Background: an optimization exercise with open tools, aiming at small area. Do not read the settings as production practice.
The RTL was checked by simulation tests, not by an equivalence proof against the original design.
Power and IR drop assume default switching activity.

**run.sh**
```bash
#!/bin/bash
# synth_recipe.tcl (not shown) runs the flow's synth.tcl, then flattens the netlist and writes it again
# the make line also repeats each setting of config.mk as NAME=value (left out here)
make -C /OpenROAD-flow-scripts/flow DESIGN_CONFIG=/design/flow/config.mk WORK_HOME=/design/flow/orfs CLKGATE_MAP_FILE= SYNTH_SCRIPT=/design/flow/synth_recipe.tcl finish
```
**config.mk**
```make
export PLATFORM = sky130hd
export DESIGN_NAME = chatsala_core
export DESIGN_NICKNAME = chatsala_core
export VERILOG_FILES = /design/flow/design.v
export SDC_FILE = /design/flow/constraint.sdc
export NUM_CORES = 4
export LEC_CHECK = 0
export ABC_AREA = 1
export CAP_MARGIN = 20
export CORE_MARGIN = 2
export CORE_UTILIZATION = 50
export CTS_BUF_LIST = sky130_fd_sc_hd__clkbuf_4
export PLACE_DENSITY = 0.65
export SLEW_MARGIN = 20
```
**constraint.sdc**
```tcl
create_clock -name core_clock -period 10.0 [get_ports {clk}]
set_input_delay 2.0000 -clock core_clock [delete_from_list [all_inputs] [get_ports {clk}]]
set_output_delay 2.0000 -clock core_clock [all_outputs]
set_load 0.01 [all_outputs]
```
**design.v**
```verilog
module chatsala_core (
    input  wire        clk,
    input  wire        rst,
    input  wire        char_valid,
    input  wire [7:0]  char_data,
    input  wire        line_in,
    output reg         line_out,
    output wire        char_ready,
    output wire        msg_valid,
    output wire [4:0]  msg_id,
    output wire [2:0]  msg_len,
    output wire [55:0] msg_data,
    output wire        err_oversize,
    output reg         v_fault
);
    localparam RN = 19;
    reg [3:0] tdiv;
    wire tick = &tdiv;
    always @(posedge clk) begin
        if (rst) tdiv <= 4'd0;
        else     tdiv <= tdiv + 4'd1;
    end
    reg       f_push;    
    reg       f_sig;     
    reg [3:0] f_len;     
    wire q_full;
    wire pop;
    assign char_ready = !f_push && !f_sig && !rst;
    wire accept  = char_valid && char_ready;
    wire is_term = (char_data == 8'h0A) || (char_data == 8'h0D);
    assign err_oversize = accept && is_term && f_len[3];
    wire sig  = f_sig && !rst;
    wire push = f_push && !q_full;
    always @(posedge clk) begin
        if (rst) begin
            f_push <= 1'b0;
            f_sig  <= 1'b0;
            f_len  <= 4'd0;
        end else if (f_sig) begin
            f_sig <= 1'b0;
        end else if (f_push) begin
            if (push) begin
                if (f_len == 4'd0) begin
                    f_push <= 1'b0;
                    f_sig  <= 1'b1;
                end else begin
                    f_len <= f_len - 4'd1;
                end
            end
        end else if (accept) begin
            if (!is_term) begin
                if (!f_len[3]) f_len <= f_len + 4'd1;
            end else if (!f_len[3]) begin
                f_len  <= f_len + 4'd4;
                f_push <= 1'b1;
            end else begin
                f_len <= 4'd0;
            end
        end
    end
    reg [4:0] q_cnt;
    assign q_full = q_cnt[4];
    wire q_empty = (q_cnt == 5'd0);
    always @(posedge clk) begin
        if (rst)               q_cnt <= 5'd0;
        else if (push && !pop) q_cnt <= q_cnt + 5'd1;
        else if (pop && !push) q_cnt <= q_cnt - 5'd1;
    end
    reg [7:0] ring [0:RN-1];
    reg [4:0] hslot;     
    reg [4:0] rd;        
    wire [4:0] csum  = hslot + 5'd1 + {2'b00, f_len[2:0]};
    wire [4:0] cslot = (csum >= RN) ? csum - RN : csum;
    wire wr_char = accept && !is_term && !f_len[3] && (f_len[2:0] != 3'd7);
    wire wr_head = accept && is_term && !f_len[3];
    wire [4:0] waddr = is_term ? hslot : cslot;
    wire [7:0] wdata = is_term ? {5'b11010, f_len[2:0]} : char_data;
    always @(posedge clk) begin
        if (wr_char || wr_head) ring[waddr] <= wdata;
    end
    always @(posedge clk) begin
        if (rst)          hslot <= 5'd0;
        else if (wr_head) hslot <= cslot;
    end
    reg [2:0] tpos;      
    reg [2:0] tcnt;      
    reg       tx_busy;
    reg [4:0] tx_cnt;    
    reg [6:0] tx_sh;     
    wire [7:0] rdata    = ring[rd];
    wire       body_end = (tcnt == 3'd0);
    reg  [7:0] oct;
    always @(*) begin
        case (tpos)
            3'd0:    oct = 8'h55;
            3'd1:    oct = 8'h41;
            3'd2:    oct = 8'h42;
            3'd3:    oct = rdata;
            default: oct = body_end ? 8'h43 : rdata;
        endcase
    end
    wire tx_last = tx_busy && (tx_cnt == 5'd0);
    assign pop = tick && !q_empty && (!tx_busy || tx_last);
    wire rd_adv = pop && (tpos[2] ? !body_end : (tpos == 3'd3));
    always @(posedge clk) begin
        if (rst) begin
            tpos <= 3'd0;
            rd   <= 5'd0;
        end else if (pop) begin
            if (rd_adv) rd <= (rd == RN - 1) ? 5'd0 : rd + 5'd1;
            if (tpos == 3'd3) tcnt <= rdata[2:0];
            else if (tpos[2] && !body_end) tcnt <= tcnt - 3'd1;
            if (tpos[2]) begin
                if (body_end) tpos <= 3'd0;
            end else begin
                tpos <= tpos + 3'd1;
            end
        end
    end
    always @(posedge clk) begin
        if (rst) begin
            tx_busy  <= 1'b0;
            tx_cnt   <= 5'd0;
            line_out <= 1'b0;
        end else if (tick) begin
            if (pop) begin
                tx_sh    <= oct[6:0];
                line_out <= oct[7];
                tx_cnt   <= 5'd31;
                tx_busy  <= 1'b1;
            end else if (tx_busy) begin
                if (tx_cnt == 5'd0) begin
                    tx_busy <= 1'b0;
                end else begin
                    tx_cnt <= tx_cnt - 5'd1;
                    if (tx_cnt[1:0] == 2'd0) begin
                        line_out <= tx_sh[6];
                        tx_sh    <= {tx_sh[5:0], 1'b0};
                    end
                end
            end
        end
    end
    reg       rx_started;
    reg       parked;        
    reg [1:0] rx_idx;
    reg       rx_s1;
    reg       rx_s2;
    wire sample  = tick && rx_started && !parked;
    wire publish = sample && (rx_idx == 2'd3) && (rx_s1 == rx_s2);
    wire d       = rx_s1;
    always @(posedge clk) begin
        if (rst) begin
            rx_started <= 1'b0;
            rx_idx     <= 2'd0;
        end else begin
            if (sig && !rx_started) begin
                rx_started <= 1'b1;
                rx_idx     <= 2'd0;
            end else if (sig && parked) begin
                rx_idx <= 2'd0;
            end else if (sample) begin
                if (rx_idx == 2'd1) rx_s1 <= line_in;
                if (rx_idx == 2'd2) rx_s2 <= line_in;
                rx_idx <= rx_idx + 2'd1;
            end
        end
    end
    reg [6:0] count;
    reg       stx_done;      
    reg [7:0] seg [0:7];     
    wire [3:0] o = count[6:3];
    wire [2:0] b = count[2:0];
    wire [2:0] n = seg[0][2:0];
    wire react  = publish && !v_fault;
    wire in_end = (o == {1'b0, n} + 4'd3);
    wire ref_bit = (b == 3'd1) ? 1'b1 :
                   (b == 3'd7) ? (o == 4'd0) :
                   (b == 3'd6) ? (o != 4'd0) : 1'b0;
    wire match  = (d == ref_bit);
    wire fault  = react && (o == 4'd1) && stx_done;
    wire complete = react && in_end && (b == 3'd7);
    assign msg_valid = complete && !rst;
    always @(posedge clk) begin
        if (rst) begin
            count    <= 7'd0;
            stx_done <= 1'b0;
            parked   <= 1'b0;
            v_fault  <= 1'b0;
        end else begin
            if (sig) parked <= 1'b0;
            if (react) begin
                if (fault) begin
                    v_fault <= 1'b1;
                end else if (complete) begin
                    count    <= 7'd0;
                    stx_done <= 1'b0;
                    parked   <= 1'b1;
                end else if (o < 4'd2 || in_end) begin
                    if (match) count <= count + 7'd1;
                    else       count <= 7'd0;
                    if (o == 4'd1 && b == 3'd7 && match) stx_done <= 1'b1;
                end else begin
                    count <= count + 7'd1;
                end
            end
        end
    end
    genvar j;
    generate
        for (j = 0; j < 8; j = j + 1) begin : g_seg
            always @(posedge clk) begin
                if (react && o == j + 2) seg[j] <= {seg[j][6:0], d};
            end
        end
        for (j = 0; j < 7; j = j + 1) begin : g_out
            assign msg_data[55 - 8*j -: 8] = (msg_valid && n > j) ? seg[j + 1] : 8'd0;
        end
    endgenerate
    assign msg_id  = msg_valid ? seg[0][7:3] : 5'd0;
    assign msg_len = msg_valid ? n : 3'd0;
endmodule
```
==> results of run 1 <==
## per-layer routing
metal  vias up  part of all wire, %
met1      4248                   46
met4         0                  2.2
met5         -                    0
met3        49                  6.1
li1       4530                    -
met2       268                   46
## per-stage QoR
stage	cell area (µm²)	setup slack (ns)	utilization (%)
final	14600	3.70	58.6
after global routing	14600	3.54	58.6
after global placement	13700	3.74	54.9
after detailed placement	13700	3.68	54.9
after floorplan	12600	5.07	-
after CTS	14600	3.67	58.5
## placed cells by master (no fill, tap or decap), types with 10 or more instances in the layout
master             n
ha_1              34
inv_1            158
clkbuf_4         107
dfxtp_1           52
nand3_1           75
nand2_1          175
o21ai_0          101
edfxtp_1         228
clkdlybuf4s50_1   80
a21oi_1           59
nor2_1           226
o211ai_1          19
xor2_1            11
nor3_1            10
## sequential cells by signal, indices dropped and copies added (netlist names), named ones only
| signal | cells |
|---|---|
| rd | 5 |
| line_out | 1 |
| q_cnt | 5 |
| rx_started | 1 |
| tcnt | 3 |
| ring | 152 |
| stx_done | 1 |
| seg | 64 |
| tx_sh | 7 |
| parked | 1 |
| v_fault | 1 |
| tpos | 3 |
| tx_busy | 1 |
| f_push | 1 |
| count | 7 |
| rx_idx | 2 |
| f_len | 4 |
| hslot | 5 |
| rx_s1 | 1 |
| tx_cnt | 5 |
| tdiv | 4 |
| rx_s2 | 1 |
| f_sig | 1 |
## path summary, 6_finish.rpt
path	end	cells past startpoint
worst min register to register	seg[2][3]$_DFFE_PP_	0
worst max register to register	ring[5][4]$_DFFE_PP_	14
worst min-delay path	seg[2][3]$_DFFE_PP_	0
worst max-delay path	msg_len[0]	6
## power groups by stage
stage,Combinational [µW],Clock [µW],Sequential [µW]
floorplan,38.4,0,1290
global placement,59.2,0,1290
detailed placement,60.1,0,1290
CTS,60.4,998,1270
global route,68.0,1060,1270
finish,60.4,974,1270
## logic make-up after synthesis
group,after synthesis
flip-flops,281
buffers and inverters,203
XOR/XNOR,13
adder cells (fa/ha/maj),36
AO/OA/AOI/OAI,211
AND/OR/NAND/NOR,517
## final cells by class
class	count	area share, %
clock buffer	107	5.49
sequential	281	54.0
multi-input combinational	777	27.0
clock inverter	9	0.633
timing repair buffer	86	5.78
inverter	164	4.21
antenna	2	0.0342
tap	330	2.82
## critical path, cell delays in order
cell,delay (ns)
clkdlybuf4s50_1,0.40
buf_4,0.23
inv_1,0.50
nand2_1,0.40
nor2_1,0.20
clkdlybuf4s50_1,0.55
==> impl_metrics.csv, run 1 <==
group,metric,value,unit
synth,synth-seq-cells,281,
die,die_w,163,µm
drt,via_per_inst,5.18,
hold_path,hold_start,"seg[2][2]$_DFFE_PP_",
worst_setup_path,r2r-start,"f_len[0]$_SDFFE_PP0P_",
worst_setup_path,crit_start,"rst",
synth,muxShareOfSynthArea,0,%
drt,wl_per_cell,15.3,µm
die,start_util,50.4,%
die,coreArea,25000,µm²
pwr,clkPwrFrac,42.3,%
synth,syn_nets,1309,
pwr,vdd_drop_max,0.0000818,V
clock_network,ctsHoldBuffers,0,
worst_setup_path,crit_arrival,4.30,ns
timing,finalClockSkew,0.0473,ns
pwr,combPwrFrac,2.6,%
synth,synth_area_per_cell,9.98,µm²
final_layout,regArea,7910,µm²
synth,synth-seq-area-share,62.8,%
drt,drt-initial-drc-count,705,
hold_path,hp-class,"register to register",
die,num_io_pins,81,
synth,synth-xor-area-share,0.904,%
status,status,"no timing/DRC/antenna violations",
pwr,p_leak,0.00570,µW
synth,synth_fa_ha_area_share,3.70,%
clock_network,root_buffer,"clkbuf_4",
grt,grt.total_usage,20.6,%
synth,netlist_top_cells_count,"228 x edfxtp_1, 226 x nor2_1, 175 x nand2_1",
synth,synthArstFlopShare,0,%
clock_network,cts_buffers,73,
pwr,total_power,2300,µW
clock_network,insertion_delay,0.68,ns
drt,dr.pass1.iters,5,
clock_network,clk_pin_slew_worst_paths,0.06,ns
worst_setup_path,setup.worst_path.class,"input port to output port",
die,rows,58,
die,die_h,163,µm
grt,busiest_layer,"met2",
timing,finalCriticalPeriod,6.30,ns
clock_network,cts_tree,"done",
synth,synth_edf_count,228,
worst_setup_path,ff2ff_setup_slack,6.14,ns
worst_setup_path,cp-start-kind,"input port",
grt,use_met3,5.27,%
timing,rsz0062_at_grt,"no",
final_layout,fin_nets,1431,
timing,whs,0.419,ns
final_layout,instances_no_fill,1756,
clock_network,clk_path_buf_depth,3,
grt,grt_use_met2,32.6,%
clock_network,cts_resized,0,
synth,synth-simple-area-share,17.2,%
job,drv_cap,0,
pwr,switching_share,21.0,%
final_layout,multi_input_area,3950,µm²
timing,fin_setup_tns,0,ns
timing,setup_violations,0,
worst_setup_path,worstPathMaxFanout,24,
drt,wl,26.9,mm
final_layout,fillers,2193,
final_layout,area_delta_synth_final,16.2,%
timing,post-route-period-util,63.0,%
drt,drc_errors,0,
drt,routed-via-count,9095,
synth,synth_ff_type,"edfxtp_1",
timing,max_freq,159,MHz
place,port-buffer-count,80,
timing,drv_slew,0,
synth,synth.distinct_cells,42,
synth,synth_compound_area_share,9.29,%
timing,hold_violations,0,
synth,syn_area,12600,µm²
die,die_area,26500,µm²
timing,worstMarginPinSlew,1.00,ns
pwr,pwr-share-seq,55.1,%
synth,synth_warnings,2,
place,globalplace.congestion,0.836,
grt,grt_pass1_vias,8677,
place,dp.cells,1638,
worst_setup_path,required,8.00,ns
synth,synth_top_area_share,54.4,%
timing,slew_headroom,33.3,%
grt,antenna_found_initial,2,
pwr,powerDensity,157,nW/µm²
grt,grt_pass1_wl,43.1,mm
synth,yosys.area.top_type,"edfxtp_1",
clock_network,cts_setup_buffers,0,
place,post-dp-hpwl,17.2,mm
grt,use_met1,27.7,%
synth,synth_area_leaders,"edfxtp_1 54%, dfxtp_1 8.4%, nor2_1 6.7%",
synth,synth.most_common_cell,"edfxtp_1",
worst_setup_path,worstSetupEndpointType,"output port",
pwr,internal_power,1820,µW
drt,ant_nets,0,
clock_network,htreeDepth,3,
grt,grt_overflow,0,
synth,synth_top_family_by_area,"simple AND/OR/NAND/NOR gates",
clock_network,clkSinkCount,281,
synth,synth_cells,1261,
final_layout,drive_above_1_share,10.2,%
pwr,switching_power,484,µW
grt,grt_max_degree,74,
==> inputs of run 2 (changes only) <==
--- a/config.mk
+++ b/config.mk
@@ -6,9 +6,7 @@
 export NUM_CORES = 4
 export LEC_CHECK = 0
-export ABC_AREA = 1
 export CAP_MARGIN = 20
 export CORE_MARGIN = 2
-export CORE_UTILIZATION = 50
-export CTS_BUF_LIST = sky130_fd_sc_hd__clkbuf_4
-export PLACE_DENSITY = 0.65
+export CORE_UTILIZATION = 40
+export PLACE_DENSITY = 0.6
 export SLEW_MARGIN = 20
==> run 2 against run 1 <==
Effect of this change: still clean on timing, DRC and antenna; setup slack worse by 0.31 ns; combinational power decreased by 17%; total power is 1.9% higher; via count decreased by 19%; register-to-register slack got worse by 0.07 ns; non-clock buffer count is 2 higher; clock-buffer cell count shrank 71; maximum frequency down 4.6%; critical path type unchanged; largest power group unchanged.
==> impl_metrics.csv, run 2 <==
group,metric,value,unit
synth,synth_warnings,2,
worst_setup_path,slowest_stage,"and4_1",
final_layout,reg.largest.list,"ring: 152 flops, seg: 64 flops",
drt,wl,24.8,mm
worst_setup_path,required,8.00,ns
place,place_area,13600,µm²
die,num_io_pins,81,
grt,antenna_found_initial,0,
clock_network,ctsHoldBuffers,0,
place,globalplace.congestion,0.808,
worst_setup_path,crit_cells,8,
drt,routed.top_layer,"met4",
worst_setup_path,ff2ff_setup_slack,6.07,ns
grt,grt_max_degree,50,
pwr,p_leak,0.00480,µW
timing,rsz0062_at_grt,"no",
clock_network,cts_setup_buffers,0,
timing,finalClockSkew,0.0107,ns
synth,syn_nets,953,
pwr,combPwrFrac,2.1,%
clock_network,clk_path_buf_depth,3,
pwr,switching_power,473,µW
final_layout,fin_nets,1035,
die,start_util,40.6,%
hold_path,hold_path_end,"seg[4][3]$_DFFE_PP_",
final_layout,largest_register_ffs,152,
final_layout,fillers,2697,
synth,synth-seq-cells,281,
place,post-dp-hpwl,16.7,mm
timing,worstMarginPinSlew,1.01,ns
synth,synth.distinct_cells,69,
final_layout,drive_above_1_share,10.7,%
synth,yosys.area.top_type,"edfxtp_1",
worst_setup_path,worstPathMaxFanout,49,
timing,final.setup.worst_slack,3.40,ns
synth,synth_edf_count,228,
final_layout,regArea,7910,µm²
final_layout,final_design_area_no_fill,14500,µm²
drt,wl_met2,11.8,mm
synth,syn_area,12400,µm²
grt,grt_overflow,0,
timing,max_freq,151,MHz
place,port-buffer-count,80,
worst_setup_path,r2r-start,"f_len[0]$_SDFFE_PP0P_",
worst_setup_path,worstSetupEndpointType,"output port",
pwr,pwr-share-seq,54.0,%
synth,netlist_top_cells_count,"228 x edfxtp_1, 98 x nor2_1, 53 x dfxtp_1",
synth,synth.most_common_cell,"edfxtp_1",
clock_network,cts_tree,"done",
grt,grt_pass1_wl,39.7,mm
pwr,switching_share,20.2,%
drt,drt-initial-drc-count,406,
synth,synth-seq-area-share,63.7,%
worst_setup_path,setup.worst_path.class,"input port to output port",
die,coreArea,30600,µm²
synth,synth_area_per_cell,13.7,µm²
synth,synth_top_area_share,55.2,%
synth,synth_ff_type,"edfxtp_1",
die,die_w,180,µm
final_layout,multi_input_area,4210,µm²
synth,synthArstFlopShare,0,%
clock_network,clkSinkCount,281,
final_layout,layout_commonest_cell,"edfxtp_1",
final_layout,regMostFlops,"ring",
hold_path,hold_start,"seg[4][2]$_DFFE_PP_",
final_layout,area_delta_synth_final,16.9,%
drt,drc_errors,0,
pwr,vdd_drop_max,0.000123,V
pwr,internal_power,1870,µW
die,rows,64,
grt,grt_pass1_vias,7229,
clock_network,cts_buffers,29,
clock_network,htreeDepth,1,
drt,wl_per_cell,17.6,µm
timing,whs,0.444,ns
worst_setup_path,crit_top_cell,"nor2_1",
synth,synth_cells,905,
place,post-place-ws,3.34,ns
worst_setup_path,path_delay_family,"simple AND/OR/NAND/NOR gates",
final_layout,final_cell_mix,"228 x edfxtp_1, 98 x nor2_1, 79 x clkdlybuf4s50_1",
timing,slew_headroom,32.1,%
clock_network,root_buffer,"clkbuf_16",
die,die_area,32400,µm²
drt,drt-met1-wl,11.2,mm
worst_setup_path,crit_arrival,4.60,ns
final_layout,diodes,0,
hold_path,hp-class,"register to register",
worst_setup_path,r2r_cells,10,
timing,setup_violations,0,
worst_setup_path,path_buf_inv,3,
status,status,"no timing/DRC/antenna violations",
drt,ant_nets,0,
timing,fin_setup_tns,0,ns
clock_network,clk_pin_slew_worst_paths,0.06,ns
timing,drv_slew,0,
grt,grt.total_usage,15.1,%
clock_network,cts_resized,0,
worst_setup_path,crit_chain,"buf_2 -> buf_4 -> nor2_1 -> and4_1 -> nand2_1 -> nor2_1 -> and2_1 -> clkdlybuf4s50_1",
synth,synth_area_leaders,"edfxtp_1 55%, dfxtp_1 8.6%, mux4_2 6.5%",
timing,finalCriticalPeriod,6.60,ns
drt,via_per_inst,5.23,
worst_setup_path,slowest_delay,0.66,ns
pwr,powerDensity,162,nW/µm²
worst_setup_path,cp-start-kind,"input port",
timing,post-route-period-util,66.0,%
worst_setup_path,crit-reg2reg-capture,"ring[4][5]$_DFFE_PP_",
drt,dr.pass1.iters,5,
job,drv_cap,0,
timing,hold_violations,0,
drt,routed-via-count,7343,
clock_network,insertion_delay,0.56,ns
drt,wl_met3,1.35,mm
hold_path,whs_path_depth,0,
die,die_h,180,µm
pwr,clkPwrFrac,43.8,%
## run 2: power groups by stage
stage	combinational [µW]	clock, µW	sequential (µW)
finish	50.2	1030	1270
global route	56.1	1100	1270
CTS	50.5	1050	1270
detailed placement	50.4	0	1290
global placement	49.6	0	1290
floorplan	31.4	0	1290
## run 2: area by class of cell
class,count,area share [%]
Clock buffer,36,5.25
Multi-Input combinational cell,556,29.1
Inverter,31,0.802
Clock inverter,17,1.03
Timing Repair Buffer,88,5.90
Tap cell,396,3.42
Sequential cell,281,54.5
## run 2: metrics by stage
step / total power (µW) / util, % / std cells
floorplan: 1320 / - / 905
global placement: 1340 / 44.4 / 1352
detailed placement: 1340 / 44.4 / 1352
CTS: 2370 / 47.4 / 1405
global route: 2430 / 47.4 / 1405
finish: 2350 / 47.4 / 1405
## run 2: kinds of logic (layout without fill, tap and decap cells)
| group | count (synthesis) | after routing | share of synthesized area (%) |
|---|---|---|---|
| AO/OA/AOI/OAI | 135 | 135 | 7.39 |
| XOR/XNOR | 20 | 20 | 1.41 |
| adder cells (fa/ha/maj) | 36 | 36 | 3.75 |
| buffers and inverters | 68 | 172 | 2.35 |
| flip-flops | 281 | 281 | 63.7 |
| multiplexers | 64 | 64 | 9.13 |
| AND/OR/NAND/NOR | 301 | 301 | 12.2 |
## run 2: how the worst max path moves through the flow
| stage | start | endpoint | slack [ns] |
|---|---|---|---|
| 5_1_grt | rst | msg_data[4] | 3.12 |
| 4_1_cts | rst | msg_data[4] | 3.35 |
| 3_5_place_dp | rst | msg_data[4] | 3.34 |
| 6_report | rst | msg_data[4] | 3.40 |
| 3_3_place_gp | rst | msg_data[5] | 3.48 |
| 2_1_floorplan | char_data[7] | err_oversize | 4.98 |
## run 2: metal layers
layer / vias up / global-route usage (%)
met2: 177 / 25.4
met3: 30 / 3.07
met1: 3571 / 20.3
met5: - / 0
li1: 3565 / -
met4: 0 / 3.58
==> inputs of run 3 (changes only) <==
--- a/config.mk
+++ b/config.mk
@@ -8,5 +8,7 @@
 export CAP_MARGIN = 20
 export CORE_MARGIN = 2
-export CORE_UTILIZATION = 40
-export PLACE_DENSITY = 0.6
+export CORE_UTILIZATION = 55
+export CTS_CLUSTER_DIAMETER = 120
+export CTS_CLUSTER_SIZE = 30
+export PLACE_DENSITY = 0.7
 export SLEW_MARGIN = 20
==> run 3 against run 2 <==
Effect of this change: critical path depth unchanged; sequential share of layout area rose by 2.8 points; total power fell by 19%.
==> impl_metrics.csv, run 3 <==
group,metric,value,unit
synth,synth-seq-area-share,63.7,%
grt,grt.total_usage,20.0,%
pwr,total_power,1900,µW
timing,hold_violations,0,
final_layout,regMostFlops,"ring",
synth,synth.distinct_cells,69,
place,post-dp-hpwl,16.1,mm
hold_path,hold_path_end,"seg[0][5]$_DFFE_PP_",
clock_network,clkSinkCount,281,
synth,yosys.area.top_type,"edfxtp_1",
status,status,"no timing/DRC/antenna violations",
synth,syn_area,12400,µm²
drt,wl,23.6,mm
synth,synth_area_per_cell,13.7,µm²
grt,grt_overflow,0,
die,coreArea,22000,µm²
final_layout,layout_commonest_cell,"edfxtp_1",
synth,synth_area_leaders,"edfxtp_1 55%, dfxtp_1 8.6%, mux4_2 6.5%",
clock_network,insertion_delay,0.50,ns
clock_network,cts_resized,0,
clock_network,htreeDepth,1,
worst_setup_path,crit_cells,8,
timing,max_freq,151,MHz
worst_setup_path,setup.worst_path.class,"input port to output port",
drt,ant_nets,0,
clock_network,cts_setup_buffers,0,
clock_network,cts_buffers,13,
timing,finalCriticalPeriod,6.62,ns
worst_setup_path,crit_chain,"buf_2 -> buf_4 -> nor2_1 -> and4_1 -> nand2_1 -> nor2_1 -> and2_1 -> clkdlybuf4s50_1",
drt,routed-via-count,7219,
synth,netlist_top_cells_count,"228 x edfxtp_1, 98 x nor2_1, 53 x dfxtp_1",
final_layout,reg.largest.list,"ring: 152 flops, seg: 64 flops",
grt,antenna_found_initial,0,
worst_setup_path,r2r-start,"f_len[0]$_SDFFE_PP0P_",
synth,syn_nets,953,
synth,synthArstFlopShare,0,%
final_layout,drive_above_1_share,8.34,%
worst_setup_path,path_delay_family,"simple AND/OR/NAND/NOR gates",
place,port-buffer-count,80,
drt,dr.pass1.iters,5,
timing,setup_violations,0,
worst_setup_path,worstSetupEndpointType,"output port",
final_layout,regArea,7910,µm²
worst_setup_path,required,8.00,ns
die,die_area,23800,µm²
worst_setup_path,slowest_stage,"and4_1",
grt,grt_pass1_vias,6971,
worst_setup_path,r2r_cells,10,
synth,synth_ff_type,"edfxtp_1",
drt,wl_per_cell,18.9,µm
synth,synth_warnings,2,
final_layout,fillers,1679,
worst_setup_path,ff2ff_setup_slack,5.89,ns
final_layout,multi_input_area,4220,µm²
hold_path,hp-class,"register to register",
timing,post-route-period-util,66.2,%
timing,slew_headroom,30.6,%
clock_network,clk_pin_slew_worst_paths,0.12,ns
worst_setup_path,crit_top_cell,"nor2_1",
drt,via_per_inst,5.77,
die,die_h,154,µm
pwr,vdd_drop_max,0.000109,V
drt,drc_errors,0,
grt,grt_pass1_wl,37.4,mm
timing,fin_setup_tns,0,ns
timing,drv_slew,0,
synth,synth.most_common_cell,"edfxtp_1",
worst_setup_path,crit_arrival,4.62,ns
clock_network,root_buffer,"clkbuf_16",
die,num_io_pins,81,
place,dp.cells,1234,
worst_setup_path,crit-reg2reg-capture,"ring[0][7]$_DFFE_PP_",
final_layout,fin_nets,1017,
clock_network,cts_tree,"done",
die,start_util,56.5,%
place,globalplace.congestion,0.809,
worst_setup_path,cp-start-kind,"input port",
pwr,powerDensity,138,nW/µm²
final_layout,area_delta_synth_final,11.2,%
grt,grt_max_degree,50,
worst_setup_path,worstPathMaxFanout,49,
hold_path,hold_start,"seg[0][4]$_DFFE_PP_",
synth,synth_edf_count,228,
final_layout,instances_no_fill,1251,
synth,synth-seq-cells,281,
pwr,p_leak,0.00453,µW
worst_setup_path,slowest_delay,0.68,ns
final_layout,diodes,0,
timing,worstMarginPinSlew,1.04,ns
drt,drt-initial-drc-count,524,
final_layout,final_cell_mix,"228 x edfxtp_1, 98 x nor2_1, 79 x clkdlybuf4s50_1",
synth,synth_cells,905,
die,die_w,154,µm
synth,synth_top_area_share,55.2,%
hold_path,whs_path_depth,0,
timing,rsz0062_at_grt,"no",
die,rows,54,
final_layout,largest_register_ffs,152,
timing,finalClockSkew,0.0284,ns
job,drv_cap,0,
clock_network,clk_path_buf_depth,3,
clock_network,ctsHoldBuffers,0,
worst_setup_path,path_buf_inv,3,
run 3: cell types whose count changed in the layout (fill, tap and decap cells not counted), sizes merged:
| cell | before | now |
|---|---|---|
| buf | 9 | 7 |
| bufinv | 2 | 0 |
| clkbuf | 36 | 16 |
| clkinv | 12 | 0 |
| clkinvlp | 2 | 0 |
run 3: worst max-delay path by stage:
| stage | slack (ns) | startpoint | to |
|---|---|---|---|
| floorplan | 4.98 | char_data[7] | err_oversize |
| global placement | 3.46 | rst | msg_data[5] |
| detailed placement | 3.36 | rst | msg_data[5] |
| CTS | 3.36 | rst | msg_data[5] |
| global route | 3.04 | rst | msg_data[5] |
| finish | 3.38 | rst | msg_data[5] |
run 3: per-stage QoR:
| stage | hold slack (ns) | area (µm²) | utilization [%] | setup slack [ns] |
|---|---|---|---|---|
| 6_report | 0.451 | 13800 | 62.8 | 3.38 |
| 5_1_grt | 0.463 | 13800 | 62.8 | 3.04 |
| 4_1_cts | 0.458 | 13800 | 62.8 | 3.36 |
| 3_5_place_dp | 0.428 | 13400 | 61.1 | 3.36 |
| 3_3_place_gp | 0.421 | 13400 | 61.1 | 3.46 |
| 2_1_floorplan | 0.414 | 12400 | - | 4.98 |
run 3: final cells by class:
cell class	instances	share of cell area, %
Sequential cell	281	57.3
Multi-Input combinational cell	556	30.6
Timing Repair Buffer	86	6.10
Tap cell	280	2.54
Clock buffer	16	2.44
Inverter	31	0.844
Clock inverter	1	0.145
run 3: cell families after synthesis:
family,after synthesis,share of synthesized area (%)
simple gates,301,12.2
buf+inv,68,2.35
fa+ha+maj,36,3.75
compound gates,135,7.39
mux,64,9.13
flops,281,63.7
xor+xnor,20,1.41
run 3: metal layers:
| layer | up-vias | GRT usage (%) | share of wire, % | wire length, µm |
|---|---|---|---|---|
| met5 | - | 0 | 0 | 0 |
| met4 | 0 | 4.45 | 1.7 | 396 |
| met3 | 29 | 2.27 | 4.4 | 1030 |
| met2 | 166 | 33.1 | 47 | 11000 |
| met1 | 3517 | 29.1 | 47 | 11200 |
| li1 | 3507 | - | - | - |
run 3: power by group:
group          switching (µW)  total (µW)  internal [µW]
combinational            35.1        51.8           16.7
clock                     339         586            246
sequential               3.38        1270           1260
==> inputs of run 4 (changes only) <==
==> flow/run.sh (new file) <==
#!/bin/bash
# Own layout flow: the standard flow (standard.sh) with two changes:
#  - synthesis maps the logic with an area-oriented ABC script (flow/abc_area.script)
#    instead of ORFS's speed script; everything else in the synthesis is the standard flow's
#    own synth_recipe.tcl, so the registers are the standard synthesis's;
#  - the port buffers that placement inserts on every input and output are
#    sky130_fd_sc_hd__buf_1 cells.
set -euo pipefail
W=$(pwd)

cat > "$W/flow_synth.tcl" <<EOT
proc abc {args} {
  set i [lsearch -exact \$args -script]
  if {\$i >= 0} { lset args [expr {\$i + 1}] {$W/flow/abc_area.script} }
  yosys abc {*}\$args
}
source {$W/synth_recipe.tcl}
EOT

sed "s#SYNTH_SCRIPT=[^ ']*synth_recipe\.tcl#SYNTH_SCRIPT=$W/flow_synth.tcl#" standard.sh > flow_standard.sh
grep -q "SYNTH_SCRIPT=$W/flow_synth.tcl" flow_standard.sh

export BUFFER_PORTS_ARGS="-buffer_cell sky130_fd_sc_hd__buf_1"
bash flow_standard.sh > flow_make.log 2>&1
==> flow/abc_area.script (new file) <==
strash
dc2
dch -f
amap
==> standard.sh (new file) <==
#!/bin/bash
# synth_recipe.tcl (not shown) runs the flow's synth.tcl, then flattens the netlist and writes it again
# the make line also repeats each setting of config.mk as NAME=value (left out here)
make -C /OpenROAD-flow-scripts/flow DESIGN_CONFIG=/design/flow/config.mk WORK_HOME=/design/flow/orfs CLKGATE_MAP_FILE= SYNTH_SCRIPT=/design/flow/synth_recipe.tcl "${@:-finish}"
removed: run.sh
==> run 4 against run 3 <==
Effect of this change: still clean on timing, DRC and antenna; largest power group unchanged; via count grew 8.2%; clock skew shrank 0.0055 ns; setup slack gained 0.39 ns; synthesized area shrank 4.8%; sequential power is essentially flat; combinational power grew 3%; register-to-register slack lost 0.66 ns; largest cell class unchanged; global-route usage grew 1.4 points; flip-flop and latch count is the same; sequential share of layout area grew 3.7 points.
==> impl_metrics.csv, run 4 <==
group,metric,value,unit
place,globalplace.congestion,0.863,
hold_path,hold_path_end,"tdiv[0]$_SDFF_PP0_",
pwr,powerDensity,148,nW/µm²
timing,max_freq,161,MHz
synth,yosys.area.top_type,"edfxtp_1",
job,drv_cap,0,
die,num_io_pins,81,
drt,drt-initial-drc-count,800,
timing,final.setup.worst_slack,3.77,ns
place,post-place-ws,3.99,ns
clock_network,cts_tree,"done",
worst_setup_path,ff2ff_setup_slack,5.23,ns
grt,grt.total_usage,21.4,%
clock_network,cts_buffers,13,
pwr,p_leak,0.00408,µW
timing,finalCriticalPeriod,6.23,ns
status,status,"no timing/DRC/antenna violations",
final_layout,reg.largest.list,"ring: 152 flops, seg: 64 flops",
synth,synth_top_area_share,58.0,%
worst_setup_path,crit_arrival,4.23,ns
timing,setup_violations,0,
final_layout,area_delta_synth_final,9.62,%
synth,syn_nets,1000,
final_layout,fin_nets,1109,
drt,wl_per_cell,17.9,µm
hold_path,whs_path_depth,1,
grt,grt_pass1_wl,38.1,mm
die,start_util,56.2,%
timing,slew_headroom,30.7,%
synth,synth_cells,952,
timing,fin_setup_tns,0,ns
synth,synth.most_common_cell,"edfxtp_1",
worst_setup_path,crit-reg2reg-capture,"ring[16][4]$_DFFE_PP_",
clock_network,ctsHoldBuffers,0,
drt,wl,24.0,mm
grt,antenna_found_initial,0,
timing,post-route-period-util,62.3,%
synth,synthArstFlopShare,0,%
hold_path,hold_start,"tdiv[0]$_SDFF_PP0_",
timing,drv_slew,0,
final_layout,layout_commonest_cell,"edfxtp_1",
timing,worstMarginPinSlew,1.04,ns
synth,synth_area_leaders,"edfxtp_1 58%, dfxtp_1 9.0%, nor2_1 4.4%",
die,coreArea,21000,µm²
worst_setup_path,cp-start-kind,"register",
final_layout,drive_above_1_share,3.00,%
hold_path,hp-class,"register to register",
final_layout,regMostFlops,"ring",
synth,synth-seq-area-share,66.9,%
clock_network,clkSinkCount,281,
drt,drc_errors,0,
die,rows,53,
worst_setup_path,setup.worst_path.class,"register to output port",
clock_network,insertion_delay,0.50,ns
pwr,vdd_drop_max,0.000144,V
drt,dr.pass1.iters,5,
clock_network,htreeDepth,1,
worst_setup_path,worstSetupEndpointType,"output port",
synth,synth_ff_type,"edfxtp_1",
clock_network,root_buffer,"clkbuf_16",
drt,routed-via-count,7813,
synth,netlist_top_cells_count,"228 x edfxtp_1, 137 x nor2_1, 74 x clkinv_1",
synth,synth-seq-cells,281,
final_layout,instances_no_fill,1343,
synth,synth.distinct_cells,41,
worst_setup_path,r2r-start,"f_len[0]$_SDFFE_PP0P_",
grt,grt_max_degree,66,
place,port-buffer-count,80,
timing,finalClockSkew,0.0229,ns
place,dp.cells,1319,
drt,ant_nets,0,
timing,rsz0062_at_grt,"no",
worst_setup_path,required,8.00,ns
final_layout,final_cell_mix,"228 x edfxtp_1, 137 x nor2_1, 80 x buf_1",
die,die_h,151,µm
final_layout,diodes,0,
clock_network,cts_resized,0,
drt,via_per_inst,5.82,
synth,synth_edf_count,228,
synth,synth_area_per_cell,12.4,µm²
place,post-dp-hpwl,15.8,mm
clock_network,clk_path_buf_depth,3,
final_layout,largest_register_ffs,152,
pwr,total_power,1920,µW
grt,grt_overflow,0,
synth,synth_warnings,2,
grt,grt_pass1_vias,7221,
die,die_area,22700,µm²
worst_setup_path,r2r_cells,14,
synth,syn_area,11800,µm²
die,die_w,151,µm
clock_network,clk_pin_slew_worst_paths,0.11,ns
clock_network,cts_setup_buffers,0,
final_layout,fillers,1659,
worst_setup_path,worstPathMaxFanout,9,
timing,hold_violations,0,
## run 4: how the worst max path moves through the flow
stage                              from            to  slack [ns]  cells past startpoint
detailed placement         char_data[5]  err_oversize        3.99                      7
global route        seg[0][0]$_DFFE_PP_  msg_data[19]        3.43                     11
finish              seg[0][0]$_DFFE_PP_  msg_data[22]        3.77                     11
global placement                    rst  msg_data[17]        4.08                      7
CTS                 seg[0][0]$_DFFE_PP_  msg_data[22]        3.78                     11
floorplan            tdiv[0]$_SDFF_PP0_  msg_data[32]        4.01                     11
## run 4: final cells by class
type	count	area, µm²	area share [%]
clock inverters	2	28.8	0.222
clock buffers	20	352	2.71
flip-flops and latches	281	7910	61.1
repair buffers	95	408	3.15
well taps	275	344	2.66
inverters	74	278	2.14
multi-input cells	596	3630	28.0
## run 4: kinds of logic (layout without fill, tap and decap cells)
| kind of cell | count (synthesis) | after routing | share of synthesized area [%] |
|---|---|---|---|
| AND/OR/NAND/NOR | 316 | 316 | 12.5 |
| flip-flops | 281 | 281 | 66.9 |
| AO/OA/AOI/OAI | 244 | 244 | 14.2 |
| buffers and inverters | 75 | 191 | 2.38 |
| adder cells (fa/ha/maj) | 36 | 36 | 3.94 |
## run 4: stage by stage
stage / hold slack, ns / cell area [µm²] / util [%]
after CTS: 0.451 / 12900 / 61.5
final: 0.448 / 12900 / 61.6
after floorplan: 0.402 / 11800 / -
after detailed placement: 0.420 / 12600 / 59.7
after global placement: 0.414 / 12600 / 59.7
after global routing: 0.459 / 12900 / 61.6
## run 4: per-layer routing
metal / up-vias / track usage (%) / wire [µm]
li1: 3820 / - / -
met1: 3684 / 33.0 / 11100
met2: 268 / 32.9 / 10900
met3: 41 / 2.21 / 1550
met4: 0 / 5.24 / 482
met5: - / 0 / 0
## run 4: worst max-delay path, cell delays in order (launching register included)
cell and delay (ns):
edfxtp_1 0.50, clkinv_1 0.24, ha_1 0.35, o21ai_0 0.14, o221ai_1 0.12, a2111oi_0 0.60, nand2_1 0.14, nor3_1 0.47
clkinv_1 0.39, or2_0 0.45, nor2b_1 0.17, buf_1 0.16
## run 4: power by group
group	switching (µW)	internal [µW]
clock	345	255
sequential	3.66	1260
combinational	38.5	14.8
==> inputs of run 5 (changes only) <==
--- a/design.v
+++ b/design.v
@@ -68,4 +68,15 @@
     end
     reg [7:0] ring [0:RN-1];
+    localparam [4:0] RS = 5'd2;
+    function [4:0] nxt(input [4:0] p);
+        nxt = {p[3:0], p[4] ^ ~(p[2] | (p[1] & p[0]))};
+    endfunction
+    function [4:0] rslot(input integer i);
+        integer k;
+        begin
+            rslot = RS;
+            for (k = 0; k < i; k = k + 1) rslot = nxt(rslot);
+        end
+    endfunction
     reg [4:0] hslot;     
     reg [4:0] rd;        
@@ -75,5 +86,5 @@
     wire wr_head = accept && is_term && !f_len[3];
     wire [4:0] waddr = is_term ? hslot : cslot;
-    wire [7:0] wdata = is_term ? {5'b11010, f_len[2:0]} : char_data;
+    wire [7:0] wdata = {char_data[7:3], is_term ? f_len[2:0] : char_data[2:0]};
     always @(posedge clk) begin
         if (wr_char || wr_head) ring[waddr] <= wdata;
@@ -88,5 +99,11 @@
     reg [4:0] tx_cnt;    
     reg [6:0] tx_sh;     
-    wire [7:0] rdata    = ring[rd];
+    reg [7:0] rdata;
+    integer ri;
+    always @(*) begin
+        rdata = 8'd0;
+        for (ri = 0; ri < RN; ri = ri + 1)
+            rdata = rdata | (ring[ri] & {8{rd == rslot(ri)}});
+    end
     wire       body_end = (tcnt == 3'd0);
     reg  [7:0] oct;
@@ -96,5 +113,5 @@
             3'd1:    oct = 8'h41;
             3'd2:    oct = 8'h42;
-            3'd3:    oct = rdata;
+            3'd3:    oct = {5'b11010, rdata[2:0]};
             default: oct = body_end ? 8'h43 : rdata;
         endcase
@@ -106,7 +123,7 @@
         if (rst) begin
             tpos <= 3'd0;
-            rd   <= 5'd0;
+            rd   <= RS;
         end else if (pop) begin
-            if (rd_adv) rd <= (rd == RN - 1) ? 5'd0 : rd + 5'd1;
+            if (rd_adv) rd <= nxt(rd);
             if (tpos == 3'd3) tcnt <= rdata[2:0];
             else if (tpos[2] && !body_end) tcnt <= tcnt - 3'd1;
--- a/flow/run.sh
+++ b/flow/run.sh
@@ -4,4 +4,5 @@
 #    instead of ORFS's speed script; everything else in the synthesis is the standard flow's
 #    own synth_recipe.tcl, so the registers are the standard synthesis's;
+#  - adders are left to ABC (no extract_fa / half-adder cells);
 #  - the port buffers that placement inserts on every input and output are
 #    sky130_fd_sc_hd__buf_1 cells.
@@ -15,4 +16,5 @@
   yosys abc {*}\$args
 }
+set ::env(ADDER_MAP_FILE) ""
 source {$W/synth_recipe.tcl}
 EOT
==> run 5 against run 4 <==
Effect of this change: die area down 6.9%; utilization up 0.85 points; setup slack worse by 0.036 ns; cell count down 7.3%; still clean; combinational power down 22%; cell area down 5.8%; sequential share of layout area up 2.9 points; clock-buffer cell count unchanged; worst hold slack about the same; synthesized cell count down 9.7%; sequential power about the same; non-clock buffer count up 4.
==> impl_metrics.csv, run 5 <==
group,metric,value,unit
synth,synth.most_common_cell,"edfxtp_1",
drt,drt-initial-drc-count,896,
drt,via_per_inst,6.08,
synth,yosys.area.top_type,"edfxtp_1",
clock_network,cts_setup_buffers,0,
clock_network,cts_resized,0,
final_layout,reg.largest.list,"ring: 152 flops, seg: 64 flops",
synth,synthArstFlopShare,0,%
timing,fin_setup_tns,0,ns
final_layout,fin_nets,986,
timing,rsz0062_at_grt,"no",
worst_setup_path,required,8.00,ns
final_layout,largest_register_ffs,152,
grt,grt_pass1_wl,39.4,mm
final_layout,layout_commonest_cell,"edfxtp_1",
pwr,powerDensity,154,nW/µm²
synth,synth_cells,860,
drt,drc_errors,0,
pwr,p_leak,0.00381,µW
timing,hold_violations,0,
clock_network,htreeDepth,1,
final_layout,drive_above_1_share,4.69,%
die,rows,51,
timing,slew_headroom,20.6,%
die,num_io_pins,81,
timing,max_freq,160,MHz
clock_network,root_buffer,"clkbuf_16",
timing,worstMarginPinSlew,1.19,ns
synth,synth_top_area_share,62.4,%
drt,dr.pass1.iters,7,
die,die_h,145,µm
clock_network,cts_tree,"done",
synth,synth_ff_type,"edfxtp_1",
worst_setup_path,setup.worst_path.class,"input port to output port",
clock_network,clk_pin_slew_worst_paths,0.11,ns
timing,setup_violations,0,
drt,wl_per_cell,20.2,µm
grt,antenna_found_initial,0,
die,die_area,21100,µm²
place,globalplace.congestion,0.916,
final_layout,fillers,1567,
synth,synth-seq-cells,276,
synth,synth_warnings,2,
clock_network,clkSinkCount,276,
grt,grt_overflow,0,
timing,post-route-period-util,62.6,%
drt,ant_nets,0,
clock_network,insertion_delay,0.48,ns
synth,synth.distinct_cells,43,
timing,whs,0.449,ns
final_layout,regMostFlops,"ring",
clock_network,clk_path_buf_depth,3,
die,coreArea,19500,µm²
drt,routed-via-count,7567,
job,drv_cap,0,
final_layout,diodes,0,
synth,netlist_top_cells_count,"228 x edfxtp_1, 118 x nor2_1, 65 x clkinv_1",
worst_setup_path,worstSetupEndpointType,"output port",
timing,finalClockSkew,0.0272,ns
final_layout,area_delta_synth_final,11.1,%
die,start_util,56.2,%
die,die_w,145,µm
synth,synth-seq-area-share,71.1,%
clock_network,cts_buffers,13,
synth,synth_edf_count,228,
synth,synth_area_leaders,"edfxtp_1 62%, dfxtp_1 8.8%, nor2_1 4.0%",
pwr,vdd_drop_max,0.000118,V
grt,grt_pass1_vias,6935,
drt,wl,25.2,mm
pwr,total_power,1870,µW
timing,finalCriticalPeriod,6.26,ns
grt,grt_max_degree,43,
grt,grt.total_usage,23.8,%
timing,drv_slew,0,
synth,syn_area,11000,µm²
place,port-buffer-count,80,
worst_setup_path,worstPathMaxFanout,42,
hold_path,hp-class,"register to register",
clock_network,ctsHoldBuffers,0,
final_layout,final_cell_mix,"228 x edfxtp_1, 117 x nor2_1, 79 x buf_1",
place,post-dp-hpwl,16.9,mm
synth,syn_nets,872,
worst_setup_path,cp-start-kind,"input port",
status,status,"no timing/DRC/antenna violations",
synth,synth_area_per_cell,12.8,µm²
worst_setup_path,crit_arrival,4.26,ns
run 5: metrics by stage:
stage               std cells  instance area (µm²)  utilization, %  worst slack (ns)
global placement         1224                11800            60.4              3.89
CTS                      1245                12200            62.4              3.75
floorplan                 860                11000               -              3.55
detailed placement       1224                11800            60.4              3.75
finish                   1245                12200            62.5              3.74
global route             1245                12200            62.5              3.42
run 5: area by class of cell:
class                   instances  area (µm²)  area share [%]
flip-flops and latches        276        7810            64.0
multi-input cells             519        2990            24.5
repair buffers                 99         444            3.64
clock buffers                  20         352            2.88
well taps                     265         332            2.72
inverters                      65         244            2.00
clock inverters                 1        30.0           0.246
run 5: final timing paths:
kind / depth (start not counted) / startpoint / end / slack (ns)
worst max-delay path: 9 / rst / msg_data[3] / 3.74
worst min-delay path: 0 / seg[5][6]$_DFFE_PP_ / seg[5][7]$_DFFE_PP_ / 0.45
worst max register to register: 16 / f_len[1]$_SDFFE_PP0P_ / ring[12][6]$_DFFE_PP_ / 5.80
worst min register to register: 0 / seg[5][6]$_DFFE_PP_ / seg[5][7]$_DFFE_PP_ / 0.45
run 5: logic make-up (layout without fill, tap and decap cells):
family,count (synthesis),after routing,share of synthesized area (%)
buffers and inverters,65,185,2.22
AO/OA/AOI/OAI,182,182,11.9
AND/OR/NAND/NOR,337,337,14.7
flip-flops,276,276,71.1
run 5: where the power goes:
| group | switching, µW | total, µW | internal, µW |
|---|---|---|---|
| clock | 334 | 587 | 253 |
| combinational | 31.5 | 41.8 | 10.2 |
| sequential | 2.83 | 1250 | 1240 |
run 5: worst max-delay path, cell delays in order:
cell and delay (ns):
clkbuf_2 0.08, buf_4 0.25, nor4_1 0.26, buf_4 0.21, clkinv_1 0.20, nor2_1 0.50
nand3_1 0.36, nor2b_1 0.20, buf_1 0.17
run 5: metal layers:
metal,global-route usage (%),routed length (µm),up-vias
li1,-,-,3529
met1,34.3,10700,3632
met2,38.0,11500,363
met3,4.12,2380,43
met4,6.47,637,0
met5,0,0,-
==> inputs of run 6 (changes only) <==
--- a/design.v
+++ b/design.v
@@ -94,7 +94,5 @@
         else if (wr_head) hslot <= cslot;
     end
-    reg [2:0] tpos;      
-    reg [2:0] tcnt;      
-    reg       tx_busy;
+    reg [3:0] tstate;
     reg [4:0] tx_cnt;    
     reg [6:0] tx_sh;     
@@ -106,36 +104,38 @@
             rdata = rdata | (ring[ri] & {8{rd == rslot(ri)}});
     end
-    wire       body_end = (tcnt == 3'd0);
+    wire       body     = tstate[3];
+    wire       body_end = (tstate[2:0] == 3'd0);
     reg  [7:0] oct;
     always @(*) begin
-        case (tpos)
-            3'd0:    oct = 8'h55;
-            3'd1:    oct = 8'h41;
-            3'd2:    oct = 8'h42;
-            3'd3:    oct = {5'b11010, rdata[2:0]};
-            default: oct = body_end ? 8'h43 : rdata;
-        endcase
-    end
-    wire tx_last = tx_busy && (tx_cnt == 5'd0);
-    assign pop = tick && !q_empty && (!tx_busy || tx_last);
-    wire rd_adv = pop && (tpos[2] ? !body_end : (tpos == 3'd3));
-    always @(posedge clk) begin
-        if (rst) begin
-            tpos <= 3'd0;
-            rd   <= RS;
+        if (body)
+            oct = body_end ? 8'h43 : rdata;
+        else
+            case (tstate[1:0])
+                2'd0:    oct = 8'h55;
+                2'd1:    oct = 8'h41;
+                2'd2:    oct = 8'h42;
+                default: oct = {5'b11010, rdata[2:0]};
+            endcase
+    end
+    assign pop = tick && !q_empty && (tx_cnt == 5'd0);
+    wire rd_adv = pop && (body ? !body_end : (tstate[1:0] == 2'd3));
+    always @(posedge clk) begin
+        if (rst) begin
+            tstate <= 4'd0;
+            rd     <= RS;
         end else if (pop) begin
             if (rd_adv) rd <= nxt(rd);
-            if (tpos == 3'd3) tcnt <= rdata[2:0];
-            else if (tpos[2] && !body_end) tcnt <= tcnt - 3'd1;
-            if (tpos[2]) begin
-                if (body_end) tpos <= 3'd0;
+            if (body) begin
+                if (body_end) tstate <= 4'd0;
+                else          tstate[2:0] <= tstate[2:0] - 3'd1;
+            end else if (tstate[1:0] == 2'd3) begin
+                tstate <= {1'b1, rdata[2:0]};
             end else begin
-                tpos <= tpos + 3'd1;
-            end
-        end
-    end
-    always @(posedge clk) begin
-        if (rst) begin
-            tx_busy  <= 1'b0;
+                tstate[1:0] <= tstate[1:0] + 2'd1;
+            end
+        end
+    end
+    always @(posedge clk) begin
+        if (rst) begin
             tx_cnt   <= 5'd0;
             line_out <= 1'b0;
@@ -145,14 +145,9 @@
                 line_out <= oct[7];
                 tx_cnt   <= 5'd31;
-                tx_busy  <= 1'b1;
-            end else if (tx_busy) begin
-                if (tx_cnt == 5'd0) begin
-                    tx_busy <= 1'b0;
-                end else begin
-                    tx_cnt <= tx_cnt - 5'd1;
-                    if (tx_cnt[1:0] == 2'd0) begin
-                        line_out <= tx_sh[6];
-                        tx_sh    <= {tx_sh[5:0], 1'b0};
-                    end
+            end else if (tx_cnt != 5'd0) begin
+                tx_cnt <= tx_cnt - 5'd1;
+                if (tx_cnt[1:0] == 2'd0) begin
+                    line_out <= tx_sh[6];
+                    tx_sh    <= {tx_sh[5:0], 1'b0};
                 end
             end
@@ -189,5 +184,5 @@
     wire [3:0] o = count[6:3];
     wire [2:0] b = count[2:0];
-    wire [2:0] n = seg[0][2:0];
+    wire [2:0] n = ~seg[0][2:0];
     wire react  = publish && !v_fault;
     wire in_end = (o == {1'b0, n} + 4'd3);
@@ -228,12 +223,12 @@
         for (j = 0; j < 8; j = j + 1) begin : g_seg
             always @(posedge clk) begin
-                if (react && o == j + 2) seg[j] <= {seg[j][6:0], d};
+                if (react && o == j + 2) seg[j] <= {seg[j][6:0], ~d};
             end
         end
         for (j = 0; j < 7; j = j + 1) begin : g_out
-            assign msg_data[55 - 8*j -: 8] = (msg_valid && n > j) ? seg[j + 1] : 8'd0;
+            assign msg_data[55 - 8*j -: 8] = ~seg[j + 1] & {8{msg_valid && n > j}};
         end
     endgenerate
-    assign msg_id  = msg_valid ? seg[0][7:3] : 5'd0;
-    assign msg_len = msg_valid ? n : 3'd0;
+    assign msg_id  = ~seg[0][7:3] & {5{msg_valid}};
+    assign msg_len = n & {3{msg_valid}};
 endmodule
--- a/flow/run.sh
+++ b/flow/run.sh
@@ -6,5 +6,7 @@
 #  - adders are left to ABC (no extract_fa / half-adder cells);
 #  - the port buffers that placement inserts on every input and output are
-#    sky130_fd_sc_hd__buf_1 cells.
+#    sky130_fd_sc_hd__buf_1 cells;
+#  - clock tree synthesis clusters at most 30 sinks within 120 um and adds no
+#    dummy loads.
 set -euo pipefail
 W=$(pwd)
@@ -24,3 +26,4 @@
 
 export BUFFER_PORTS_ARGS="-buffer_cell sky130_fd_sc_hd__buf_1"
+export CTS_ARGS="-sink_clustering_enable -repair_clock_nets -dont_use_dummy_load -sink_clustering_size 30 -sink_clustering_max_diameter 120"
 bash flow_standard.sh > flow_make.log 2>&1
==> flow/abc_area.script (replaced) <==
strash
&get -n
&deepsyn -T 60
&put
dch -f
amap
--- a/config.mk
+++ b/config.mk
@@ -9,6 +9,4 @@
 export CORE_MARGIN = 2
 export CORE_UTILIZATION = 55
-export CTS_CLUSTER_DIAMETER = 120
-export CTS_CLUSTER_SIZE = 30
 export PLACE_DENSITY = 0.7
 export SLEW_MARGIN = 20
==> run 6 against run 5 <==
Effect of this change: still clean; sequential power about the same; die area decreased by 3.9%; utilization decreased by 0.44 points; first-iteration DRC count decreased by 10%; highest routed layer unchanged.
==> impl_metrics.csv, run 6 <==
group,metric,value,unit
synth,synth_ff_type,"edfxtp_1",
synth,syn_area,10500,µm²
die,die_area,20300,µm²
worst_setup_path,crit_arrival,4.12,ns
die,die_h,142,µm
final_layout,area_delta_synth_final,10.4,%
synth,synth_cells,820,
pwr,vdd_drop_max,0.000120,V
timing,fin_setup_tns,0,ns
pwr,p_leak,0.00368,µW
synth,synth_area_leaders,"edfxtp_1 64%, dfxtp_1 9.1%, nor2_1 6.6%",
clock_network,clk_pin_slew_worst_paths,0.11,ns
worst_setup_path,cp-start-kind,"register",
timing,finalClockSkew,0.0436,ns
clock_network,clkSinkCount,273,
status,status,"no timing/DRC/antenna violations",
final_layout,regMostFlops,"ring",
die,die_w,142,µm
place,port-buffer-count,80,
grt,grt_pass1_wl,37.0,mm
synth,synth_edf_count,225,
timing,finalCriticalPeriod,6.12,ns
final_layout,layout_commonest_cell,"edfxtp_1",
drt,wl,24.3,mm
clock_network,clk_path_buf_depth,3,
final_layout,final_cell_mix,"225 x edfxtp_1, 184 x nor2_1, 80 x buf_1",
final_layout,fin_nets,948,
clock_network,cts_setup_buffers,0,
place,globalplace.congestion,0.918,
synth,synth_area_per_cell,12.9,µm²
drt,ant_nets,0,
synth,synth-seq-cells,273,
timing,post-route-period-util,61.2,%
timing,worstMarginPinSlew,1.13,ns
clock_network,cts_tree,"done",
timing,whs,0.453,ns
synth,synth.distinct_cells,43,
clock_network,root_buffer,"clkbuf_16",
final_layout,drive_above_1_share,4.07,%
worst_setup_path,required,8.00,ns
synth,synth_warnings,2,
die,coreArea,18800,µm²
clock_network,cts_resized,0,
synth,yosys.area.top_type,"edfxtp_1",
grt,grt_max_degree,31,
timing,max_freq,163,MHz
die,num_io_pins,81,
timing,drv_slew,0,
job,drv_cap,0,
final_layout,fillers,1461,
grt,grt.total_usage,24.2,%
synth,synth-seq-area-share,73.2,%
synth,netlist_top_cells_count,"225 x edfxtp_1, 184 x nor2_1, 59 x clkinv_1",
worst_setup_path,worstPathMaxFanout,12,
drt,drt-initial-drc-count,803,
synth,synth.most_common_cell,"edfxtp_1",
clock_network,cts_buffers,13,
place,post-dp-hpwl,16.8,mm
grt,grt_overflow,0,
final_layout,largest_register_ffs,152,
final_layout,post-route-util,62.0,%
drt,routed-via-count,7179,
grt,grt_pass1_vias,6547,
worst_setup_path,setup.worst_path.class,"register to output port",
timing,setup_violations,0,
pwr,powerDensity,158,nW/µm²
timing,slew_headroom,23.9,%
final_layout,reg.largest.list,"ring: 152 flops, seg: 64 flops",
drt,via_per_inst,6.15,
worst_setup_path,crit_chain,"clkinv_1 -> a2111oi_0 -> buf_4 -> nand2_1 -> or3_1 -> nor3_1 -> clkinv_1 -> nor2_1 -> o21ai_0 -> nor2_1 -> buf_1",
final_layout,diodes,0,
die,start_util,56.2,%
clock_network,htreeDepth,1,
worst_setup_path,path_delay_family,"simple AND/OR/NAND/NOR gates",
grt,antenna_found_initial,0,
die,rows,50,
synth,synthArstFlopShare,0,%
worst_setup_path,worstSetupEndpointType,"output port",
worst_setup_path,slowest_stage,"a2111oi_0",
drt,dr.pass1.iters,8,
timing,hold_violations,0,
synth,syn_nets,832,
hold_path,hp-class,"register to register",
synth,synth_top_area_share,64.1,%
worst_setup_path,slowest_delay,0.51,ns
clock_network,insertion_delay,0.47,ns
drt,wl_per_cell,20.8,µm
clock_network,ctsHoldBuffers,0,
drt,drc_errors,0,
timing,rsz0062_at_grt,"no",
worst_setup_path,path_buf_inv,4,
[run 6: area by class of cell]
cell class | instances | area (µm²) | area share, %
inverters | 59 | 221 | 1.90
clock buffers | 13 | 325 | 2.80
well taps | 234 | 293 | 2.52
repair buffers | 101 | 458 | 3.93
multi-input cells | 488 | 2620 | 22.5
flip-flops and latches | 273 | 7720 | 66.3
[run 6: through the flow]
| step | power (µW) | std cells | area [µm²] | worst slack, ns |
|---|---|---|---|---|
| 2_1_floorplan | 1280 | 820 | 10500 | 4.39 |
| 3_3_place_gp | 1310 | 1155 | 11300 | 4.13 |
| 3_5_place_dp | 1310 | 1155 | 11300 | 3.95 |
| 4_1_cts | 1840 | 1168 | 11600 | 3.90 |
| 5_1_grt | 1880 | 1168 | 11600 | 3.43 |
| 6_report | 1840 | 1168 | 11600 | 3.88 |
[run 6: logic make-up (layout without fill, tap and decap cells)]
group                  Yosys count  in the layout  synth area share (%)
AOI/OAI and AO/OA              165            165                  11.7
buffers and inverters           59            173                  2.10
DFF                            273            273                  73.2
and+or+nand+nor                323            323                  13.0
[run 6: worst reg2reg max path, delay by kind of cell, from the launching register on]
| family | cells | cell delay (ns) |
|---|---|---|
| AOI/OAI and AO/OA | 5 | 0.97 |
| buffers and inverters | 6 | 1.26 |
| DFF | 1 | 0.37 |
| and+or+nand+nor | 11 | 1.94 |
[run 6: worst paths after layout]
path	slack [ns]	from	cells past startpoint	to
max reg2reg	5.35	tdiv[0]$_SDFF_PP0_	22	rd[0]$_SDFFE_PP0P_
min reg2reg	0.45	parked$_SDFF_PP0_	2	parked$_SDFF_PP0_
min	0.45	parked$_SDFF_PP0_	2	parked$_SDFF_PP0_
max	3.88	rx_s1$_DFFE_PP_	11	msg_data[17]
[run 6: metal layers]
metal	track usage [%]	routed length, µm	vias to the layer above
met4	6.51	544	0
met1	35.5	10300	3382
met2	38.2	11100	412
li1	-	-	3342
met3	3.67	2370	43
met5	0	0	-
[run 6: report_power, final]
part	total (µW)	switching, µW	internal, µW
Combinational	46.9	35.6	11.3
Clock	552	317	235
Sequential	1240	5.04	1230
Total	1840	358	1480
==> inputs of run 7 (changes only) <==
--- a/design.v
+++ b/design.v
@@ -21,31 +21,24 @@
         else     tdiv <= tdiv + 4'd1;
     end
-    reg       f_push;    
-    reg       f_sig;     
-    reg [3:0] f_len;     
+    reg       f_push;
+    reg [3:0] f_len;
     wire q_full;
     wire pop;
-    assign char_ready = !f_push && !f_sig && !rst;
+    assign char_ready = !f_push && !rst;
     wire accept  = char_valid && char_ready;
     wire is_term = (char_data == 8'h0A) || (char_data == 8'h0D);
     assign err_oversize = accept && is_term && f_len[3];
-    wire sig  = f_sig && !rst;
-    wire push = f_push && !q_full;
+    wire f_sig = f_push && (f_len == 4'd15);
+    wire sig   = f_sig && !rst;
+    wire push  = f_push && !f_sig && !q_full;
     always @(posedge clk) begin
         if (rst) begin
             f_push <= 1'b0;
-            f_sig  <= 1'b0;
             f_len  <= 4'd0;
         end else if (f_sig) begin
-            f_sig <= 1'b0;
-        end else if (f_push) begin
-            if (push) begin
-                if (f_len == 4'd0) begin
-                    f_push <= 1'b0;
-                    f_sig  <= 1'b1;
-                end else begin
-                    f_len <= f_len - 4'd1;
-                end
-            end
+            f_push <= 1'b0;
+            f_len  <= 4'd0;
+        end else if (push) begin
+            f_len <= f_len - 4'd1;
         end else if (accept) begin
             if (!is_term) begin
@@ -154,27 +147,18 @@
         end
     end
-    reg       rx_started;
-    reg       parked;        
+    reg       idle;          
     reg [1:0] rx_idx;
     reg       rx_s1;
     reg       rx_s2;
-    wire sample  = tick && rx_started && !parked;
+    wire sample  = tick && !idle;
     wire publish = sample && (rx_idx == 2'd3) && (rx_s1 == rx_s2);
     wire d       = rx_s1;
     always @(posedge clk) begin
-        if (rst) begin
-            rx_started <= 1'b0;
-            rx_idx     <= 2'd0;
-        end else begin
-            if (sig && !rx_started) begin
-                rx_started <= 1'b1;
-                rx_idx     <= 2'd0;
-            end else if (sig && parked) begin
-                rx_idx <= 2'd0;
-            end else if (sample) begin
-                if (rx_idx == 2'd1) rx_s1 <= line_in;
-                if (rx_idx == 2'd2) rx_s2 <= line_in;
-                rx_idx <= rx_idx + 2'd1;
-            end
+        if (sig && idle) begin
+            rx_idx <= 2'd0;
+        end else if (sample) begin
+            if (rx_idx == 2'd1) rx_s1 <= line_in;
+            if (rx_idx == 2'd2) rx_s2 <= line_in;
+            rx_idx <= rx_idx + 2'd1;
         end
     end
@@ -198,8 +182,8 @@
             count    <= 7'd0;
             stx_done <= 1'b0;
-            parked   <= 1'b0;
+            idle     <= 1'b1;
             v_fault  <= 1'b0;
         end else begin
-            if (sig) parked <= 1'b0;
+            if (sig) idle <= 1'b0;
             if (react) begin
                 if (fault) begin
@@ -208,5 +192,5 @@
                     count    <= 7'd0;
                     stx_done <= 1'b0;
-                    parked   <= 1'b1;
+                    idle     <= 1'b1;
                 end else if (o < 4'd2 || in_end) begin
                     if (match) count <= count + 7'd1;
--- a/flow/run.sh
+++ b/flow/run.sh
@@ -1,4 +1,4 @@
 #!/bin/bash
-# Own layout flow: the standard flow (standard.sh) with two changes:
+# Own layout flow: the standard flow (standard.sh) with these changes:
 #  - synthesis maps the logic with an area-oriented ABC script (flow/abc_area.script)
 #    instead of ORFS's speed script; everything else in the synthesis is the standard flow's
==> run 7 against run 6 <==
Effect of this change: still clean on timing, DRC and antenna; combinational power is 5.1% lower; clock skew is 0.030 ns higher; die area fell by 0.92%.
==> impl_metrics.csv, run 7 <==
group,metric,value,unit
die,die_h,142,µm
timing,hold_violations,0,
place,port-buffer-count,80,
synth,synth_edf_count,225,
final_layout,fillers,1460,
synth,synth-seq-cells,271,
die,num_io_pins,81,
synth,syn_area,10400,µm²
synth,yosys.area.top_type,"edfxtp_1",
worst_setup_path,r2r-start,"f_len[1]$_SDFFE_PP0P_",
timing,slew_headroom,30.2,%
final_layout,layout_commonest_cell,"edfxtp_1",
drt,wl,23.6,mm
grt,grt.total_usage,23.6,%
drt,routed-via-count,6993,
clock_network,ctsHoldBuffers,0,
die,rows,50,
timing,finalClockSkew,0.0735,ns
worst_setup_path,setup.worst_path.class,"input port to output port",
final_layout,fin_nets,931,
grt,antenna_found_initial,0,
worst_setup_path,worstSetupEndpointType,"output port",
pwr,vdd_drop_max,0.000146,V
synth,netlist_top_cells_count,"225 x edfxtp_1, 170 x nor2_1, 58 x clkinv_1",
status,status,"no timing/DRC/antenna violations",
synth,syn_nets,810,
drt,via_per_inst,6.08,
die,die_w,142,µm
worst_setup_path,slowest_stage,"a21oi_1",
drt,drc_errors,0,
drt,ant_nets,0,
synth,synth_cells,798,
hold_path,hp-class,"register to register",
grt,grt_pass1_vias,6324,
worst_setup_path,required,8.00,ns
clock_network,clk_pin_slew_worst_paths,0.10,ns
timing,setup_violations,0,
synth,synth.distinct_cells,39,
final_layout,area_delta_synth_final,11.0,%
timing,post-route-period-util,59.7,%
worst_setup_path,crit_start,"rst",
die,coreArea,18600,µm²
worst_setup_path,crit_arrival,3.97,ns
final_layout,diodes,0,
worst_setup_path,worstPathMaxFanout,29,
synth,synth_area_leaders,"edfxtp_1 65%, dfxtp_1 8.8%, nor2_1 6.1%",
place,post-dp-hpwl,16.1,mm
final_layout,largest_register_ffs,152,
grt,grt_max_degree,31,
pwr,p_leak,0.00365,µW
place,post-place-ws,4.03,ns
clock_network,htreeDepth,1,
worst_setup_path,slowest_delay,0.50,ns
synth,synth_area_per_cell,13.1,µm²
drt,drt-initial-drc-count,715,
synth,synth_warnings,2,
hold_path,hold_start,"seg[4][1]$_DFFE_PP_",
synth,synth.most_common_cell,"edfxtp_1",
worst_setup_path,crit_chain,"buf_1 -> buf_4 -> clkinv_1 -> nand2_1 -> nor2_1 -> a21oi_1 -> nor2_1 -> buf_1",
synth,synth-seq-area-share,73.5,%
final_layout,reg.largest.list,"ring: 152 flops, seg: 64 flops",
timing,rsz0062_at_grt,"no",
job,drv_cap,0,
die,start_util,56.0,%
clock_network,cts_setup_buffers,0,
timing,finalCriticalPeriod,5.97,ns
grt,grt_overflow,0,
clock_network,clkSinkCount,271,
clock_network,cts_tree,"done",
pwr,powerDensity,157,nW/µm²
timing,final.setup.worst_slack,4.03,ns
## run 7: cell count changes after synthesis, moves of 3 or more
cell | previous run | this run
nor2_1 | 184 | 170
a31oi_1 | 7 | 4
nand2_1 | 54 | 41
a222oi_1 | 19 | 22
nor3_1 | 39 | 42
a22oi_1 | 20 | 24
nor4_1 | 3 | 8
nand3_1 | 13 | 8
or2_0 | 6 | 11
## run 7: report_power, final
group          internal [µW]  switching (µW)
logic                   11.4            33.0
registers               1220            3.53
clock network            235             314
total                   1470             351
## run 7: layout make-up
| type | instances | area, µm² | share of cell area, % |
|---|---|---|---|
| clock buffer | 13 | 325 | 2.81 |
| inverter | 58 | 218 | 1.88 |
| multi-input combinational | 469 | 2580 | 22.3 |
| sequential | 271 | 7680 | 66.2 |
| tap | 234 | 293 | 2.53 |
| timing repair buffer | 106 | 495 | 4.27 |
## run 7: worst max-delay path, delay by kind of cell
family | cells | cell delay (ns)
AND/OR/NAND/NOR | 3 | 0.65
AO/OA/AOI/OAI | 1 | 0.50
buffers and inverters | 4 | 0.79
## run 7: path summary, 6_finish.rpt
| path | end | slack (ns) | cells after the start |
|---|---|---|---|
| setup / recovery | msg_data[39] | 4.03 | 8 |
| hold / removal | seg[4][2]$_DFFE_PP_ | 0.46 | 0 |
| setup reg to reg | ring[9][5]$_DFFE_PP_ | 5.55 | 19 |
| hold reg to reg | seg[4][2]$_DFFE_PP_ | 0.46 | 0 |
## run 7: per-layer routing
metal	global-route usage (%)	share of wire, %	vias to the layer above
met5	0	0	-
li1	-	-	3296
met4	5.79	1.9	0
met1	34.0	44	3357
met3	2.90	7.8	30
met2	38.9	46	310
## run 7: cells by family after synthesis
kind of cell | Yosys count | synth area share (%)
buffers and inverters | 58 | 2.08
DFF | 271 | 73.5
and+or+nand+nor | 306 | 12.8
AOI/OAI and AO/OA | 163 | 11.6
## run 7: through the flow
stage | std cells | total power, µW | hold WS [ns] | util (%) | area [µm²]
2_1_floorplan | 798 | 1270 | 0.418 | - | 10400
3_3_place_gp | 1138 | 1300 | 0.432 | 60.4 | 11300
3_5_place_dp | 1138 | 1300 | 0.434 | 60.4 | 11300
4_1_cts | 1151 | 1830 | 0.460 | 62.1 | 11600
5_1_grt | 1151 | 1880 | 0.469 | 62.2 | 11600
6_report | 1151 | 1820 | 0.461 | 62.2 | 11600

Check on run 7: ideal ports give 4.035 ns setup slack; a clkbuf_16 on the clock port and buf_2 on the inputs give 4.013 ns; moving port delays by the midpoint clock arrival (0.495 ns) as well gives 4.013 ns.
